Source: an optimization exercise on an open RTL-to-GDS flow (aim: small area, a short achievable clock period and few clock cycles per item). Production flows keep margins and buffers that such runs may drop.
No functional check of the RTL was part of any run shown here.
Power is estimated from default activity; no workload was simulated.

[run.sh]
#!/bin/bash
# synth_recipe.tcl (not shown) runs the flow's synth.tcl, then flattens the netlist and writes it again
# the make line also repeats each setting of config.mk as NAME=value (left out here)
make -C /OpenROAD-flow-scripts/flow DESIGN_CONFIG=/design/flow/config.mk WORK_HOME=/design/flow/orfs CLKGATE_MAP_FILE= SYNTH_SCRIPT=/design/flow/synth_recipe.tcl finish
[config.mk]
export PLATFORM = sky130hd
export DESIGN_NAME = intcomp_planner
export DESIGN_NICKNAME = intcomp_planner
export VERILOG_FILES = /design/flow/design.v
export SDC_FILE = /design/flow/constraint.sdc
export NUM_CORES = 4
export LEC_CHECK = 0
export ABC_CLOCK_PERIOD_IN_PS = 4000
export CAP_MARGIN = 20
export CORE_MARGIN = 2
export CORE_UTILIZATION = 40
export SLEW_MARGIN = 20
[design.v]
module intcomp_planner (
    input  wire        clk,
    input  wire        rst,
    input  wire        in_valid,
    output wire        in_ready,
    input  wire [31:0] in_data,
    input  wire        in_last,
    output wire        out_valid,
    input  wire        out_ready,
    output wire [5:0]  out_k_small,
    output wire [5:0]  out_payload_bits,
    output wire [15:0] out_overflow_count,
    output wire [22:0] out_total_bits,
    output wire [5:0]  out_k_auto
);
    reg         rdy;
    reg  [31:0] d0;
    reg         v0, l0;
    wire        take = in_valid & rdy;
    always @(posedge clk) begin
        d0 <= in_data;
        l0 <= in_last;
        v0 <= take & ~rst;
    end
    wire [31:0] sor;
    assign sor[31] = 1'b0;
    genvar g;
    generate
        for (g = 30; g >= 0; g = g - 1) begin : g_sor
            assign sor[g] = sor[g+1] | d0[g];
        end
    endgenerate
    wire neg = d0[31];
    reg [4:0] blen;
    integer b;
    always @(*) begin
        blen = 5'd0;
        for (b = 0; b < 31; b = b + 1)
            if (d0[b]) blen = b[4:0] + 5'd1;
    end
    reg        sw;           
    reg        pend;         
    reg        ov;           
    reg        fin;          
    wire       give = ov & out_ready;
    wire       outfree = ~ov | out_ready;
    wire       stop;         
    wire       clr = rst | (sw & stop);
    reg  [15:0] n;
    reg  [4:0]  mxl;         
    reg  [16:2] pres;        
    wire [15:0] mv  [1:31];   
    wire [31:1] inv;          
    wire [31:1] corr;         
    generate
        for (g = 1; g <= 31; g = g + 1) begin : g_cnt
            localparam integer W = (g <= 15) ? g + 1 : 16;
            reg  [W-1:0] c;
            wire         i_k = v0 & (neg | sor[g]);
            wire         sat;
            if (g <= 15) begin : g_sat
                assign sat = c[W-1] & (|c[W-2:0]);
            end else begin : g_nosat
                assign sat = 1'b0;
            end
            wire [W:0] cy;
            assign cy[0] = i_k & ~sat;
            genvar h;
            for (h = 0; h < W; h = h + 1) begin : g_bit
                assign cy[h+1] = cy[h] & c[h];
                always @(posedge clk)
                    c[h] <= ~clr & (c[h] ^ cy[h]);
            end
            assign mv[g]  = {{(16-W){1'b0}}, c};
            assign inv[g] = sat;
            if (g == 1) begin : g_c1
                assign corr[g] = c[1];
            end else if (g <= 15) begin : g_cl
                assign corr[g] = c[W-1] | (c[W-2] & (|c[W-3:0]));
            end else if (g == 16) begin : g_c16
                assign corr[g] = c[15] & (|c[14:0]);
            end else begin : g_ch
                assign corr[g] = 1'b0;
            end
        end
    endgenerate
    always @(posedge clk) begin
        if (clr) begin
            n    <= 16'd0;
            mxl  <= 5'd0;
            pres <= 15'd0;
        end else if (v0) begin
            n <= n + 16'd1;
            if (!neg && blen > mxl)
                mxl <= blen;
            if (!neg && blen >= 5'd2 && blen <= 5'd16)
                pres[blen] <= 1'b1;
        end
    end
    wire [4:0] ka = (mxl == 5'd0) ? 5'd1 : mxl;
    reg  [4:0]  k;
    reg  [21:0] A;
    reg         got;         
    reg         cv;
    reg  [22:0] cT;
    reg  [15:0] cm;
    reg  [4:0]  ck, cs;
    reg         have;
    reg  [22:0] bT;
    reg  [15:0] bm;
    reg  [4:0]  bk, bs, bka;
    wire [15:0] m_k   = mv[k];
    wire        inv_k = inv[k];
    wire        corr_k = corr[k];
    wire [5:0]  k3 = {1'b0, k} + 6'd3;
    wire        inv_k3 = (k3 <= 6'd15) ? inv[k3[4:0]] : 1'b0;
    wire        push = sw & ~inv_k;
    wire        str4 = inv_k & inv_k3;
    reg  [4:0]  hp;
    integer j;
    always @(*) begin
        hp = 5'd1;
        for (j = 2; j <= 16; j = j + 1)
            if (pres[j] && j[4:0] <= k) hp = j[4:0];
    end
    wire [4:0]  s_k = corr_k ? hp : k;
    wire [22:0] T_k = {1'b0, A} + {2'b00, m_k, 5'd0};
    wire [21:0] addend = sw ? (str4 ? {4'd0, n, 2'd0} : {6'd0, n}) : {20'd0, v0, 1'b0};
    wire [21:0] A_nx = A + addend;
    wire        got_nx = got | push;
    assign stop = got_nx & ((k >= ka) |
                            (have & ({1'b0, A_nx} >= bT)) |
                            (cv & ({1'b0, A_nx} >= cT)));
    always @(posedge clk) begin
        if (clr) begin
            A <= 22'd0;
        end else begin
            A <= A_nx;
        end
    end
    always @(posedge clk) begin
        if (rst) begin
            rdy  <= 1'b1;
            sw   <= 1'b0;
            pend <= 1'b0;
            k    <= 5'd1;
            got  <= 1'b0;
            cv   <= 1'b0;
            fin  <= 1'b0;
            ov   <= 1'b0;
            have <= 1'b0;
        end else begin
            if (take && in_last)
                rdy <= 1'b0;
            if ((v0 && l0) || pend) begin
                if (outfree) begin
                    sw   <= 1'b1;
                    pend <= 1'b0;
                    have <= 1'b0;
                end else begin
                    pend <= 1'b1;
                end
            end
            cv <= push;
            fin <= sw & stop;
            if (sw) begin
                got <= got_nx;
                if (stop) begin
                    sw  <= 1'b0;
                    rdy <= 1'b1;
                    k   <= 5'd1;
                    got <= 1'b0;
                end else begin
                    k <= k + (str4 ? 5'd4 : 5'd1);
                end
            end
            if (cv && (!have || cT < bT))
                have <= 1'b1;
            if (fin)
                ov <= 1'b1;
            else if (give)
                ov <= 1'b0;
        end
    end
    always @(posedge clk) begin
        cT <= T_k;
        cm <= m_k;
        ck <= k;
        cs <= s_k;
        if (sw)
            bka <= ka;
        if (cv && (!have || cT < bT)) begin
            bT <= cT;
            bm <= cm;
            bk <= ck;
            bs <= cs;
        end
    end
    assign in_ready           = rdy;
    assign out_valid          = ov;
    assign out_k_small        = {1'b0, bs};
    assign out_payload_bits   = {1'b0, bk};
    assign out_overflow_count = bm;
    assign out_total_bits     = bT;
    assign out_k_auto         = {1'b0, bka};
endmodule
[constraint.sdc]
create_clock -name core_clock -period 17.0 [get_ports {clk}]
set_input_delay 3.4000 -clock core_clock [delete_from_list [all_inputs] [get_ports {clk}]]
set_output_delay 3.4000 -clock core_clock [all_outputs]
set_load 0.01 [all_outputs]
==> results by group, run 1 <==
Status
  – Outcome: complete, no violations

Floorplan
  – Initial core utilization: between 40% and 50%
  – Number of placed I/O pins: 96
  – Die W: 279 um
  – Die ar.: slightly below 0.08 mm2
  – Die height: 279 um
  – Row cnt: 100
  – CORE AREA: 0.0747 mm2

Placement
  – Final Wtd Congestion: 0.893
  – DP Area: 0.0320 mm2
  – Final HPWL DP: 63200 um
  – DP Worst Slack: approximately 6.9 ns
  – Buffers on Ports: 92
  – Placed cells: 3916

Clock network
  – CTS tree: done
  – Postcts setup bufs: 0
  – Inserted Clock Buffers: 66
  – Clock Latency Late Sink: 0.61 ns
  – Hold-fix buffers at CTS: 0
  – Clock Path Buffers: 3
  – Post-CTS sizing: 0
  – H-tree Lvls: 3
  – CTS clk-pin slew, worst paths: 0.07 ns
  – Root buffer cell: clkbuf_16
  – Total clock sinks: around 600

Synth
  – Avg Inst Size Synth: ~10 um2
  – Async SR Flop Fraction: 0%
  – Cells after synthesis: between 2000 and 3000
  – Post-synth EDFFs: 54
  – Synthesized flop and latch total: approximately 600
  – Synth Flop Type: dfxtp_1
  – Mapped Area: a little over 0.03 mm2
  – Post-synth top area cell: dfxtp_1
  – Ys Warns: 17
  – Top-area cell type share of the netlist area: 36.1%
  – Post-synthesis sequential area ratio: 41.4%
  – Synth top area cells: dfxtp_1, ha_1, and2_1
  – Netlist cell types: about 100

STA
  – Final worst slack: 6.69 ns
  – Post-route clock period utilization: just over 60%
  – Final Hold Fails: 0
  – Final setup fails: 0
  – Tightest Pin Transition: 1.08 ns
  – Slew headroom: 27.9%
  – Final Critical Period: 10.31 ns
  – Clk_skew: roughly 0.026 ns
  – Slew Viols, Final: 0
  – Final setup TNS: 0 ns
  – Hold slack: 0.367 ns
  – Unrepaired setup endpoints after global routing: false
  – Max frequency: 0.0970 GHz

Min path
  – Hold/Removal Path Class: flop to flop
  – Worst hold path stage count: 0

Critical path
  – Critical path class: flop to flop
  – Reg2reg path depth: 32
  – Worst flop-to-flop path startpoint: k[1]
  – Startpoint type of the worst setup path: flop
  – Worst r2r dst: g_cnt[9].c[7]
  – Worst EP arrival: ~11 ns
  – Crit end category: flop
  – Slowest stage cell, crit path: buf_4
  – WP data required: 17.55 ns
  – Max Fanout on Critical Path: 246
  – R2r setup slk: approximately 6.7 ns
  – Crit path launch: k[1]
  – Crit path to: g_cnt[9].c[7]
  – CP max stage delay: 0.86 ns

Global route
  – Pin count of the biggest net entering global routing: 247
  – Gr usage total: 21.2%
  – Vias in the first global route: 22400
  – Final global-route overflow total: 0
  – First-pass GRT wire length: about 130000 um
  – Initial antenna violation count: 0

Layout
  – Fraction of layout cells with a size suffix above 1: 6.13%
  – Final instance area: 0.0342 mm2
  – Final core occ: 45.7%
  – Most frequent cells in the layout: dfxtp_1, ha_1, and2_1
  – Commonest non-fill, non-tap cell in the layout: dfxtp_1
  – Inserted Diodes: 0
  – Area growth from synthesis to layout: 13.0%
  – Final #Nets: 3546
  – Finished Layout Cells: 4035
  – # fillers: 6863

Pwr
  – Peak supply drop: 58.0 uV
  – Pwr dens: 90.9 mW/mm2
  – Static leakage: 15.9 nW
  – Pwr Total: 3.10 mW

Routing
  – Initial drt markers: between 1500 and 2000
  – Routed length per instance: 20.7 um
  – DR pass1 iterations: 6
  – Via density: 5.56
  – Post-DRT Antenna Nets: 0
  – DRT Wirelength: 83500 um
  – Via count: 22400
  – DRC: 0

Job
  – Max cap viols: 0
worst min-delay path by stage:
| stage | start | endpoint | slack (ns) |
|---|---|---|---|
| 2_1_floorplan | A[0] | cT[0] | 0.34 |
| 3_3_place_gp | A[4] | cT[4] | 0.36 |
| 3_5_place_dp | A[3] | cT[3] | 0.36 |
| 4_1_cts | A[3] | cT[3] | 0.37 |
| 5_1_grt | A[3] | cT[3] | 0.37 |
| 6_report | A[3] | cT[3] | 0.37 |
state kept, by name (all words and copies together), names as in the netlist, 5 cells and up:
signal,flops
g_cnt.c,391
d0,32
bT,23
cT,23
A,22
bm,16
cm,16
n,16
pres,15
bk,5
bka,5
bs,5
ck,5
cs,5
k,5
mxl,5
logic make-up after synthesis:
logic type	Yosys count	synth area share, %
adders and majority gates	494	20.5
buffers and inverters	229	3.41
and+or+nand+nor	960	17.6
muxes	36	1.24
xor gates and xnor gates	88	2.64
other	1	0.0124
DFF	599	41.4
AOI/OAI and AO/OA	538	13.2
power breakdown:
group | switching [mW] | total, mW | internal [mW] | leakage [nW]
Clock | 0.600 | 1.43 | 0.827 | 1.06
Sequential | 0.0258 | 1.48 | 1.45 | 4.91
Combinational | 0.125 | 0.199 | 0.0734 | 9.89
cells in the mapped netlist, drive strengths merged, types with 12 or more instances:
cell type  instances
edfxtp            54
o2111ai           21
a21oi             92
ha               492
a222oi            20
xor2              14
o21ai             81
and2             387
nand3             54
buf               64
dfxtp            545
o31ai             13
nor2b             21
nor4              30
nor3              39
and3              23
a31oi             12
mux2i             33
xnor2             74
a21o              20
inv              109
a22o              28
a22oi             86
nor2             179
nand4             41
nand2            109
nand2b            21
clkbuf            56
o21a              16
a221oi            39
a211oi            17
layout make-up:
class / count / area [um2] / area share [%]
flip-flops and latches: 599 / 12500 / 36.7
clock buffers: 93 / 1880 / 5.51
well taps: 969 / 1210 / 3.55
clock inverters: 26 / 259 / 0.758
repair buffers: 120 / 1140 / 3.35
multi-input cells: 2119 / 16700 / 49.0
inverters: 109 / 409 / 1.20
routing by layer:
metal  share of wire (%)  global-route usage [%]
met1                  45                    28.3
met2                  48                    36.1
met3                 5.1                    2.90
met4                 2.2                    5.22
met5                   0                       0
worst max-delay path: cells and delay by family (launching register included):
family	cells	cell delay (ns)
compound gates	11	2.78
fa+ha+maj	4	1.57
buf+inv	6	2.39
flops	1	0.67
mux	1	0.15
simple gates	10	2.30
==> inputs of run 2 (changes only) <==
--- a/config.mk
+++ b/config.mk
@@ -5,7 +5,6 @@
 export SDC_FILE = /design/flow/constraint.sdc
 export NUM_CORES = 4
 export LEC_CHECK = 0
-export ABC_CLOCK_PERIOD_IN_PS = 4000
 export CAP_MARGIN = 20
 export CORE_MARGIN = 2
 export CORE_UTILIZATION = 40
==> run 2 against run 1 <==
Compared with the run above:
- combinational power about the same
- flip-flop and latch count stayed put
- final area stayed put
- clock skew is the same
- largest power group unchanged
==> results by group, run 2 <==
Min path
  – Hold EP: cT[3]
  – Worst hold path stage count: 0
  – Min-delay src: A[3]
  – Hold/Removal Path Class: flop to flop

Global route
  – First-pass GRT wire length: 129000 um
  – Vias in the first global route: roughly 22000
  – Pin count of the biggest net entering global routing: 247
  – Gr usage total: a little over a fifth
  – Final global-route overflow total: 0
  – Initial antenna violation count: 0

Layout
  – Finished Layout Cells: 4035
  – Max reg flops: 391
  – Inserted Diodes: 0
  – Biggest register: g_cnt.c
  – Commonest non-fill, non-tap cell in the layout: dfxtp_1
  – Fraction of layout cells with a size suffix above 1: under 10%
  – Area growth from synthesis to layout: 13.0%
  – Final #Nets: 3546
  – Most frequent cells in the layout: dfxtp_1, ha_1, and2_1
  – Final core occ: a little under half
  – Top Registers: g_cnt.c: 391 flops, d0: 32 flops

Clock network
  – Total clock sinks: 599
  – H-tree Lvls: 3
  – Clock Path Buffers: 3
  – Post-CTS sizing: 0
  – CTS tree: done
  – Inserted Clock Buffers: 66
  – Hold-fix buffers at CTS: 0
  – Postcts setup bufs: 0
  – Clock Latency Late Sink: ~0.61 ns
  – Root buffer cell: clkbuf_16
  – CTS clk-pin slew, worst paths: 0.07 ns

Routing
  – DR pass1 iterations: 6
  – Initial drt markers: 1703
  – Via density: roughly 5.6
  – DRT Wirelength: 83500 um
  – Via count: 22400
  – DRC: 0
  – Routed length per instance: 20.7 um
  – Post-DRT Antenna Nets: 0

Floorplan
  – Number of placed I/O pins: 96
  – Die W: 279 um
  – Initial core utilization: 40.5%
  – CORE AREA: 0.0747 mm2
  – Die height: ~280 um
  – Row cnt: 100
  – Die ar.: around 0.08 mm2

Pwr
  – Sequential Power Share: a little under half
  – Internal power: 2.35 mW
  – Peak supply drop: 58.0 uV
  – Clock power frac: 46.0%
  – Static leakage: around 16 nW
  – Pwr Total: approximately 3.1 mW
  – NetSw: 0.751 mW
  – Sw frac: 24.2%
  – Pwr dens: 90.9 mW/mm2
  – Part of the power in combinational logic: 6.4%

STA
  – Tightest Pin Transition: 1.08 ns
  – Clk_skew: 0.0255 ns
  – Final setup fails: 0
  – Final Hold Fails: 0
  – Slew headroom: between 20% and 30%
  – Final setup TNS: 0 ns
  – Final worst slack: 6.69 ns
  – Unrepaired setup endpoints after global routing: false
  – Max frequency: around 0.097 GHz
  – Final Critical Period: 10.31 ns
  – Post-route clock period utilization: between 60% and 70%
  – Slew Viols, Final: 0

Critical path
  – Max Fanout on Critical Path: 246
  – Reg2reg path depth: 32
  – Stages on the worst setup path: 32
  – CP max stage delay: 0.86 ns
  – Crit path launch: k[1]
  – Critical path class: flop to flop
  – Worst r2r dst: g_cnt[9].c[7]
  – Worst path bufs/invs: 6
  – Worst flop-to-flop path startpoint: k[1]
  – Worst EP arrival: 10.86 ns
  – CP top delay family: compound AO/OA/AOI/OAI gates
  – WP data required: 17.55 ns
  – Slowest stage cell, crit path: buf_4
  – Startpoint type of the worst setup path: flop
  – R2r setup slk: ~6.7 ns
  – Crit end category: flop

Synth
  – Top-area cell type share of the netlist area: 36.1%
  – Mapped Area: 0.0302 mm2
  – Ys Warns: 17
  – Synth Flop Type: dfxtp_1
  – Synth top area cells: dfxtp_1, ha_1, and2_1
  – Post-synth top area cell: dfxtp_1
  – Synthesized flop and latch total: 599
  – Avg Inst Size Synth: slightly above 10 um2
  – Netlist cell types: 104
  – Cell with the most instances after synthesis: dfxtp_1
  – Async SR Flop Fraction: 0%
  – Post-synthesis sequential area ratio: 41.4%
  – Cells after synthesis: 2945
  – Commonest cells in the netlist: dfxtp_1, ha_1, and2_1
  – Post-synth EDFFs: 54

Status
  – Outcome: complete, no violations

Placement
  – Placed cells: 3916
  – Final Wtd Congestion: 0.893
  – DP Worst Slack: 6.88 ns
  – Final HPWL DP: 63200 um
  – Buffers on Ports: 92

Job
  – Max cap viols: 0
-- run 2: cell counts after synthesis --
Identical to the previous run, type by type.
-- run 2: cell families after synthesis --
logic type / Yosys count / share of synthesized area [%]
buf+inv: 229 / 3.41
fa+ha+maj: 494 / 20.5
mux: 36 / 1.24
compound gates: 538 / 13.2
flops: 599 / 41.4
other cells: 1 / 0.0124
simple gates: 960 / 17.6
xor+xnor: 88 / 2.64
-- run 2: worst max-delay path by stage --
stage	endpoint	slack [ns]
6_report	g_cnt[9].c[7]	6.69
5_1_grt	g_cnt[26].c[11]	5.96
4_1_cts	g_cnt[9].c[7]	6.86
3_5_place_dp	g_cnt[22].c[11]	6.88
3_3_place_gp	g_cnt[9].c[6]	7.20
2_1_floorplan	A[10]	9.75
-- run 2: through the flow --
stage	hold slack [ns]	cell area, um2
floorplan	0.337	30300
global placement	0.362	32000
detailed placement	0.359	32000
CTS	0.368	34200
global route	0.374	34200
finish	0.367	34200
-- run 2: metal layers --
layer	vias to the layer above	part of all wire (%)	global-route usage, %
met5	-	0	0
met3	121	5.1	2.90
met1	10900	45	28.3
met4	0	2.2	5.22
met2	582	48	36.1
li1	10800	-	-
-- run 2: power groups by stage --
stage / clock, mW / sequential (mW) / combinational (mW)
5_1_grt: 1.51 / 1.48 / 0.221
6_report: 1.43 / 1.48 / 0.199
3_3_place_gp: 0 / 1.51 / 0.193
4_1_cts: 1.46 / 1.48 / 0.199
2_1_floorplan: 0 / 1.50 / 0.136
3_5_place_dp: 0 / 1.51 / 0.198
-- run 2: worst register-to-register path: cells and delay by family (launching register included) --
kind,cells,cell delay (ns)
multiplexers,1,0.15
adder cells (fa/ha/maj),4,1.58
AND/OR/NAND/NOR,10,2.35
buffers and inverters,6,2.76
flip-flops,1,0.67
AO/OA/AOI/OAI,11,2.78
-- run 2: area by class of cell --
cell class / count / area (um2)
clock buffer: 93 / 1880
clock inverter: 26 / 259
fill: 6863 / 40500
inverter: 109 / 409
multi-input combinational: 2119 / 16700
sequential: 599 / 12500
tap: 969 / 1210
timing repair buffer: 120 / 1140

==> what the ideal ports hide <==
In the flow no input, the clock included, has a driving cell. The finished layouts below were timed again as built, in two steps.
Step 1 (the two cells are an assumption about what drives the block):
set clk [get_ports {clk}]
set_driving_cell -lib_cell sky130_fd_sc_hd__clkbuf_16 $clk
set_driving_cell -lib_cell sky130_fd_sc_hd__buf_2 [delete_from_list [all_inputs] $clk]
Step 2 also shifts input and output timing later by t, the mid clock arrival at the registers, as if the neighbouring blocks saw the same clock.
Three values: no drivers, after step 1, after step 2; two values: the first two.
run | t, ns | setup slack, ns | hold WS [ns] | worst setup path at the end
run 1 | 0.662 | 6.686 / 6.686 / 6.686 | 0.367 / 0.367 / 0.367 | register to register
run 2 | 0.662 | 6.686 / 6.686 / 6.686 | 0.367 / 0.367 / 0.367 | register to register
After both steps every run listed still meets setup and hold.
